Background: an optimization exercise with open tools, aiming at small area. Do not read the settings as production practice. At most, simulation tests tie the RTL to the original design; equivalence was not proved. Power figures rest on the tool's default switching activity, not on a simulated workload. The flow treats the clock pin as an ideal source, which a real chip does not have.

## lcdm_framer
module lcdm_framer (
    input  wire        clk,
    input  wire        rst,
    input  wire        op_valid,
    output wire        op_ready,
    input  wire [7:0]  op_sel,
    input  wire [15:0] op_arg,
    input  wire [7:0]  op_len,
    input  wire        hin_valid,
    output reg         hin_ready,
    input  wire [7:0]  hin_data,
    output reg         hout_valid,
    input  wire        hout_ready,
    output reg  [7:0]  hout_data,
    output reg         res_valid,
    output reg  [3:0]  res_code,
    output reg  [7:0]  res_byte,
    output reg         t_req_valid,
    input  wire        t_req_ready,
    output reg  [2:0]  t_req_kind,
    output reg  [15:0] t_req_data,
    output reg         t_req_last,
    input  wire        t_rsp_valid,
    output reg         t_rsp_ready,
    input  wire [7:0]  t_rsp_data,
    input  wire        t_rsp_last,
    input  wire        t_rsp_err,
    input  wire        t_rsp_empty
);
Settings: LEC_CHECK=0, CAP_MARGIN=20, CORE_MARGIN=2, CORE_UTILIZATION=70, PLACE_DENSITY=0.75, SLEW_MARGIN=20; clock period 10.0 ns.
standard.sh (not shown) runs the stock make flow with config.mk's settings and CLKGATE_MAP_FILE= SYNTH_SCRIPT=/design/flow/synth_recipe.tcl, a recipe that flattens the netlist after the stock synthesis.
==> flow/flow/run.sh <==
#!/bin/bash
# Standard ORFS layout (the standard.sh, unchanged synthesis), with
# smaller port buffers, a clock tree built without dummy loads, and an
# area-oriented resynthesis of the combinational logic after floorplan
# (flow/restructure.tcl; registers untouched).
set -euo pipefail
here=$(pwd)
export BUFFER_PORTS_ARGS="-buffer_cell sky130_fd_sc_hd__buf_1"
export CTS_ARGS="-sink_clustering_enable -repair_clock_nets -dont_use_dummy_load -sink_clustering_size 32 -sink_clustering_max_diameter 90 -buf_list {sky130_fd_sc_hd__clkbuf_16}"
export POST_FLOORPLAN_TCL="$here/flow/restructure.tcl"
export RS_PASSES=1
bash standard.sh > standard_flow.log 2>&1
==> flow/flow/restructure.tcl <==
# Post-floorplan hook: area-oriented resynthesis of the combinational logic
# between the registers (OpenROAD restructure, ABC).  Registers, ports and
# the synthesized register names are left as the standard synthesis made them.
set rs_lib [lindex $::env(LIB_FILES) 0]
set rs_dir $::env(OBJECTS_DIR)/restructure
file mkdir $rs_dir
report_design_area
for {set rs_i 0} {$rs_i < $::env(RS_PASSES)} {incr rs_i} {
  restructure -target area -liberty_file $rs_lib \
    -tielo_port sky130_fd_sc_hd__conb_1/LO -tiehi_port sky130_fd_sc_hd__conb_1/HI \
    -work_dir $rs_dir
  report_design_area
}
The starting point passed the timing, design-rule and antenna checks.
Rerun with:
==> flow/flow/run.sh (replaced) <==
#!/bin/bash
# Standard ORFS layout (the standard.sh, unchanged synthesis), with
# smaller port buffers, a clock tree built without dummy loads, and
# power recovery (downsizing off the critical paths) after global route.
set -euo pipefail
export BUFFER_PORTS_ARGS="-buffer_cell sky130_fd_sc_hd__buf_1"
export CTS_ARGS="-sink_clustering_enable -repair_clock_nets -dont_use_dummy_load -sink_clustering_size 32 -sink_clustering_max_diameter 90 -buf_list {sky130_fd_sc_hd__clkbuf_16}"
export RECOVER_POWER=100
bash standard.sh > standard_flow.log 2>&1
removed: flow/flow/restructure.tcl
Result:
- This time the run finished but failed the layout checks on max-capacitance violations, max-slew violations
- via count falls slightly
- wire length came out lower by a few percent
- hold slack hardly moves
- setup slack gets worse by 160 ps
- global-route usage went down by 1.3 points
- total power goes down slightly
- die area does not change
- design area rises by a few percent
- synthesized cell count stays the same
- area after synthesis stays the same
- sequential share of layout area came out lower by 2.4 points
Rerun with:
==> flow/flow/run.sh (replaced) <==
#!/bin/bash
# Standard ORFS layout (the standard.sh, unchanged synthesis), with
# smaller port buffers, a clock tree built without dummy loads, and
# power recovery (downsizing off the critical paths) after global route.
set -euo pipefail
export BUFFER_PORTS_ARGS="-buffer_cell sky130_fd_sc_hd__buf_1"
export CTS_ARGS="-sink_clustering_enable -repair_clock_nets -dont_use_dummy_load -sink_clustering_size 30 -sink_clustering_max_diameter 100 -buf_list {sky130_fd_sc_hd__clkbuf_16}"
export RECOVER_POWER=100
bash standard.sh > standard_flow.log 2>&1
- CORE_UTILIZATION: 70 -> 60
- PLACE_DENSITY: 0.75 -> unset
Effect:
- The changed run finished but fails on max-capacitance violations, max-slew violations
- combinational power falls by about 4%
- die area rises by about 16%
- power falls by 1.3%
- via count falls by 5.2%
- utilization falls by 10 points
- count of clock-buffer cells in the layout rises by 1
- setup slack gains 44 ps
- design area rises by about 0.54%
- maximum frequency rises by about 0.7%

run A:
lcdm_framer again, from the RTL that the note above started with.
clock: 10.0 ns
lec_check: 0
abc_area: 1
cap_margin: 20
core_margin: 2
core_utilization: 70
place_density: 0.75
slew_margin: 20
==> flow/flow/run.sh <==
#!/bin/bash
# Standard ORFS layout (the standard.sh, unchanged synthesis), with
# smaller port buffers, a clock tree built without dummy loads, and an
# area-oriented resynthesis of the combinational logic after floorplan
# (flow/restructure.tcl; registers untouched).
set -euo pipefail
here=$(pwd)
export BUFFER_PORTS_ARGS="-buffer_cell sky130_fd_sc_hd__buf_1"
export CTS_ARGS="-sink_clustering_enable -repair_clock_nets -dont_use_dummy_load -sink_clustering_size 35 -sink_clustering_max_diameter 90 -buf_list {sky130_fd_sc_hd__clkbuf_16}"
export POST_FLOORPLAN_TCL="$here/flow/restructure.tcl"
export RS_PASSES=4
bash standard.sh > standard_flow.log 2>&1
==> flow/flow/restructure.tcl <==
# Post-floorplan hook: area-oriented resynthesis of the combinational logic
# between the registers (OpenROAD restructure, ABC), repeated RS_PASSES times.
# Registers, ports and the synthesized register names are left as the
# standard synthesis made them.  Each pass names its tie cells rmp_const_*,
# so the previous pass's tie cells are renamed first to keep names unique.
set rs_lib [lindex $::env(LIB_FILES) 0]
set rs_dir $::env(OBJECTS_DIR)/restructure
file mkdir $rs_dir
report_design_area
for {set rs_i 0} {$rs_i < $::env(RS_PASSES)} {incr rs_i} {
  restructure -target area -liberty_file $rs_lib \
    -tielo_port sky130_fd_sc_hd__conb_1/LO -tiehi_port sky130_fd_sc_hd__conb_1/HI \
    -work_dir $rs_dir
  foreach rs_inst [[ord::get_db_block] getInsts] {
    set rs_name [$rs_inst getName]
    if {[string match "rmp_const_*" $rs_name]} {
      $rs_inst rename "rs${rs_i}_[string range $rs_name 4 end]"
    }
  }
  report_design_area
}
### run A -> run B
- clearing PLACE_DENSITY, which used to be 0.75
- clearing ABC_AREA, which used to be 1
- swapping 70 for 60 in CORE_UTILIZATION
==> flow/flow/run.sh <==
#!/bin/bash
# Standard ORFS layout (the standard.sh, unchanged synthesis), with
# smaller port buffers and a clock tree built without dummy loads.
set -euo pipefail
export BUFFER_PORTS_ARGS="-buffer_cell sky130_fd_sc_hd__buf_1"
export CTS_ARGS="-sink_clustering_enable -repair_clock_nets -dont_use_dummy_load -sink_clustering_size 30 -sink_clustering_max_diameter 100 -buf_list {sky130_fd_sc_hd__clkbuf_16}"
bash standard.sh > standard_flow.log 2>&1
removed: flow/flow/restructure.tcl
==> run notes <==
When the final numbers for run A and run B were put side by side, the placed cell area turned out to be greater in run B.
Final worst clock skew came out lower on run B than on run A.
Run A has lower multi-input gate count than run B.
Summary of run B over run A: sum of routed wire length over all layers now sits lower, final HPWL from detailed placement now sits lower.
Modified inputs, run C compared to run B
- swapping 60 for 70 in CORE_UTILIZATION
- putting PLACE_DENSITY at 0.75 where nothing was set
- putting ABC_AREA at 1 where nothing was set
==> flow/flow/run.sh <==
#!/bin/bash
# Standard ORFS layout (the standard.sh, unchanged synthesis), with
# smaller port buffers, a clock tree built without dummy loads, and an
# area-oriented resynthesis of the combinational logic after floorplan
# (flow/restructure.tcl; registers untouched).
set -euo pipefail
here=$(pwd)
export BUFFER_PORTS_ARGS="-buffer_cell sky130_fd_sc_hd__buf_1"
export CTS_ARGS="-sink_clustering_enable -repair_clock_nets -dont_use_dummy_load -sink_clustering_size 32 -sink_clustering_max_diameter 90 -buf_list {sky130_fd_sc_hd__clkbuf_16}"
export POST_FLOORPLAN_TCL="$here/flow/restructure.tcl"
export RS_PASSES=4
bash standard.sh > standard_flow.log 2>&1
==> flow/flow/restructure.tcl (new file) <==
# Post-floorplan hook: area-oriented resynthesis of the combinational logic
# between the registers (OpenROAD restructure, ABC), repeated RS_PASSES times.
# Registers, ports and the synthesized register names are left as the
# standard synthesis made them.  Each pass names its tie cells rmp_const_*,
# so the previous pass's tie cells are renamed first to keep names unique.
set rs_lib [lindex $::env(LIB_FILES) 0]
set rs_dir $::env(OBJECTS_DIR)/restructure
file mkdir $rs_dir
report_design_area
for {set rs_i 0} {$rs_i < $::env(RS_PASSES)} {incr rs_i} {
  restructure -target area -liberty_file $rs_lib \
    -tielo_port sky130_fd_sc_hd__conb_1/LO -tiehi_port sky130_fd_sc_hd__conb_1/HI \
    -work_dir $rs_dir
  foreach rs_inst [[ord::get_db_block] getInsts] {
    set rs_name [$rs_inst getName]
    if {[string match "rmp_const_*" $rs_name]} {
      $rs_inst rename "rs${rs_i}_[string range $rs_name 4 end]"
    }
  }
  report_design_area
}
Comparing run B with run C, the clock-pin slew on the worst setup and hold paths came out essentially unchanged.
The faster design of the two is run C; run B tops out lower.
In the metrics for run B and run C, the one carrying the higher via count is run C.
Compared with run B, in run C number of buffers on the longest clock path barely changed, net switching fraction of the power climbed 0.81 points.
The inputs of run D differ from those of run C as listed below.
- removing ABC_AREA (formerly 1)
==> flow/flow/run.sh <==
#!/bin/bash
# Standard ORFS layout (the standard.sh, unchanged synthesis), with
# smaller port buffers and a clock tree built without dummy loads.
set -euo pipefail
export BUFFER_PORTS_ARGS="-buffer_cell sky130_fd_sc_hd__buf_1"
export CTS_ARGS="-sink_clustering_enable -repair_clock_nets -dont_use_dummy_load -sink_clustering_size 32 -sink_clustering_max_diameter 90 -buf_list {sky130_fd_sc_hd__clkbuf_16}"
bash standard.sh > standard_flow.log 2>&1
removed: flow/flow/restructure.tcl
Findings:
Run D reached the final stage; the timing, design-rule and antenna checks on its layout passed.
Row cell count: run D higher / run C lower
Depth of the most critical reg-to-reg path: run D < run C
From run C to run D the numbers moved as follows: maximum VDD drop lost 9.5%, hold slack stayed essentially flat.
Looking only at total placed instance area, and setting everything else aside, the higher value of run D and run C goes to run D.
Summary — total power, run D relative to run C: higher, by 0.13 mW.
Comparing run D and run C, the lower switching share of power is on run C.
Lower detailed-placement wirelength estimate was reported by run D, not run C.
On run D: final setup slack of the worst path is 110 ps lower than what run C gave.

== pepper ==
Another version of the RTL of lcdm_framer (not shown whole).
Size in the first run: ~1200 cells after synthesis, about 520 flip-flops, about 100 I/O pins, ~15000 µm² of cells after synthesis.
==> flow/config.mk <==
export PLATFORM = sky130hd
export DESIGN_NAME = lcdm_framer
export DESIGN_NICKNAME = lcdm_framer
export VERILOG_FILES = /design/flow/design.v
export SDC_FILE = /design/flow/constraint.sdc
export NUM_CORES = 4
export LEC_CHECK = 0
export CAP_MARGIN = 20
export CORE_MARGIN = 2
export CORE_UTILIZATION = 60
export CTS_BUF_LIST = sky130_fd_sc_hd__clkbuf_2 sky130_fd_sc_hd__clkbuf_4
export SLEW_MARGIN = 20
==> flow/constraint.sdc <==
create_clock -name core_clock -period 10.0 [get_ports {clk}]
set_input_delay 2.0000 -clock core_clock [delete_from_list [all_inputs] [get_ports {clk}]]
set_output_delay 2.0000 -clock core_clock [all_outputs]
set_load 0.01 [all_outputs]
run.sh (not shown) runs the stock make flow with config.mk's settings and CLKGATE_MAP_FILE= SYNTH_SCRIPT=/design/flow/synth_recipe.tcl, a recipe that flattens the netlist after the stock synthesis.
Stock flow here: none of the scripts above is used.
pepper went all the way through synthesis, placement and routing and the layout is clean on timing, DRC and antenna.
Input-level comparison between sierra and pepper:
Settings: clearing CTS_BUF_LIST, which used to be sky130_fd_sc_hd__clkbuf_2 sky130_fd_sc_hd__clkbuf_4.
==> flow/flow/run.sh (new file) <==
#!/bin/bash
# Standard ORFS layout (the standard.sh, unchanged synthesis), with
# smaller port buffers and a clock tree built without dummy loads.
set -euo pipefail
export BUFFER_PORTS_ARGS="-buffer_cell sky130_fd_sc_hd__buf_1"
export CTS_ARGS="-sink_clustering_enable -repair_clock_nets -dont_use_dummy_load -sink_clustering_size 30 -sink_clustering_max_diameter 100 -buf_list {sky130_fd_sc_hd__clkbuf_8 sky130_fd_sc_hd__clkbuf_16}"
bash standard.sh > standard_flow.log 2>&1
==> flow/standard.sh (new file) <==
#!/bin/bash
# synth_recipe.tcl (not shown) runs the flow's synth.tcl, then flattens the netlist and writes it again
# the make line also repeats each setting of config.mk as NAME=value (left out here)
make -C /OpenROAD-flow-scripts/flow DESIGN_CONFIG=/design/flow/config.mk WORK_HOME=/design/flow/orfs CLKGATE_MAP_FILE= SYNTH_SCRIPT=/design/flow/synth_recipe.tcl "${@:-finish}"
removed: flow/run.sh
### Flow results
sierra vs pepper — clock-buffer cell count dropped by more than half
Compare sierra and pepper | fraction of power consumed by combinational cells higher: sierra
Changes observed in sierra relative to pepper: mux share of post-synthesis cell area was more or less identical; non-clock buffer count went up by about 0.9%; sequential share of layout area went up by 6.0 points; first-pass GRT wire length went down by about 10%.
Function was not checked in any run of this note: the RTL went through the layout flow alone.

lcdm_framer, a different RTL version from the one above (not shown whole).
For scale: about 1100 cells after synthesis, ~14000 µm² of cells after synthesis.
Settings: LEC_CHECK=0, CAP_MARGIN=20, CORE_MARGIN=2, CORE_UTILIZATION=70, PLACE_DENSITY=0.75, SLEW_MARGIN=20; clock period 10.0 ns.
standard.sh (not shown) runs the stock make flow with config.mk's settings and CLKGATE_MAP_FILE= SYNTH_SCRIPT=/design/flow/synth_recipe.tcl, a recipe that flattens the netlist after the stock synthesis.
==> flow/flow/run.sh <==
#!/bin/bash
# Standard ORFS layout (the standard.sh, unchanged synthesis), with
# smaller port buffers, a clock tree built without dummy loads, and
# power recovery (downsizing off the critical paths) after global route.
set -euo pipefail
export BUFFER_PORTS_ARGS="-buffer_cell sky130_fd_sc_hd__buf_1"
export CTS_ARGS="-sink_clustering_enable -repair_clock_nets -dont_use_dummy_load -sink_clustering_size 34 -sink_clustering_max_diameter 90 -buf_list {sky130_fd_sc_hd__clkbuf_16}"
export RECOVER_POWER=100
bash standard.sh > standard_flow.log 2>&1
The baseline completed with no timing, DRC or antenna violations.
Rerun with:
==> flow/flow/run.sh (replaced) <==
#!/bin/bash
# Standard ORFS layout (the standard.sh, unchanged synthesis), with
# smaller port buffers and a clock tree built without dummy loads.
set -euo pipefail
export BUFFER_PORTS_ARGS="-buffer_cell sky130_fd_sc_hd__buf_1"
export CTS_ARGS="-sink_clustering_enable -repair_clock_nets -dont_use_dummy_load -sink_clustering_size 30 -sink_clustering_max_diameter 100 -buf_list {sky130_fd_sc_hd__clkbuf_8 sky130_fd_sc_hd__clkbuf_16}"
bash standard.sh > standard_flow.log 2>&1
- CORE_UTILIZATION: 70 -> 60
- PLACE_DENSITY: 0.75 -> unset
Die area climbs by 16%.
First-iteration DRC count drops by 23%.
Worst hold slack improves by 0.054 ns.
Via count drops by 5.0%.
Worst setup slack improves by 0.85 ns.
Register-to-register slack improves by 0.34 ns.

==> what the ideal ports hide <==
The flow's constraints put no driver on any port. The routed layouts listed below were extracted and timed again, unchanged, in two steps. Step 1: set_driving_cell puts a clkbuf_16 on clk and a buf_2 on each other input, an assumption about the parent block. Step 2 times the ports against the registers' clock, not the clock port: input delays grow and output delays shrink by t, the midpoint of the rising clock arrivals with the driver on. Three values: ideal, step 1, step 2; two values: the first two.
run | shift t [ns] | setup slack, ns | worst hold slack (ns) | worst setup path after step 2 | pins driven straight from the clock port
the first run of note 1 | 0.571 | 3.967 / 3.918 / 4.488 | 0.290 / 0.290 / 0.290 | register to output | 1
the second run of note 1 | 0.570 | 3.811 / 3.762 / 4.332 | 0.289 / 0.289 / 0.289 | register to output | 1
the third run of note 1 | 0.562 | 3.855 / 3.805 / 4.368 | 0.287 / 0.287 / 0.287 | register to output | 1
run A | 0.560 | 4.523 / 4.476 / 4.933 | 0.326 / 0.326 / 0.326 | input to output | 1
run B | 0.564 | 4.506 / 4.456 / 4.890 | 0.288 / 0.288 / 0.288 | input to output | 1
run C | 0.568 | 4.553 / 4.505 / 4.957 | 0.304 / 0.304 / 0.304 | input to output | 1
run D | 0.568 | 4.447 / 4.397 / 4.800 | 0.302 / 0.302 / 0.302 | input to output | 1
pepper | 0.811 | 4.119 / 4.079 / 4.257 | 0.280 / 0.280 / 0.280 | input to output | 1
sierra | 0.569 | 4.879 / 4.828 / 5.040 | 0.283 / 0.283 / 0.283 | input to output | 1
the first run of note 4 | 0.552 | 4.006 / 3.958 / 4.510 | 0.272 / 0.272 / 0.272 | register to output | 1
the second run of note 4 | 0.553 | 4.851 / 4.801 / 4.905 | 0.326 / 0.326 / 0.326 | input to output | 1
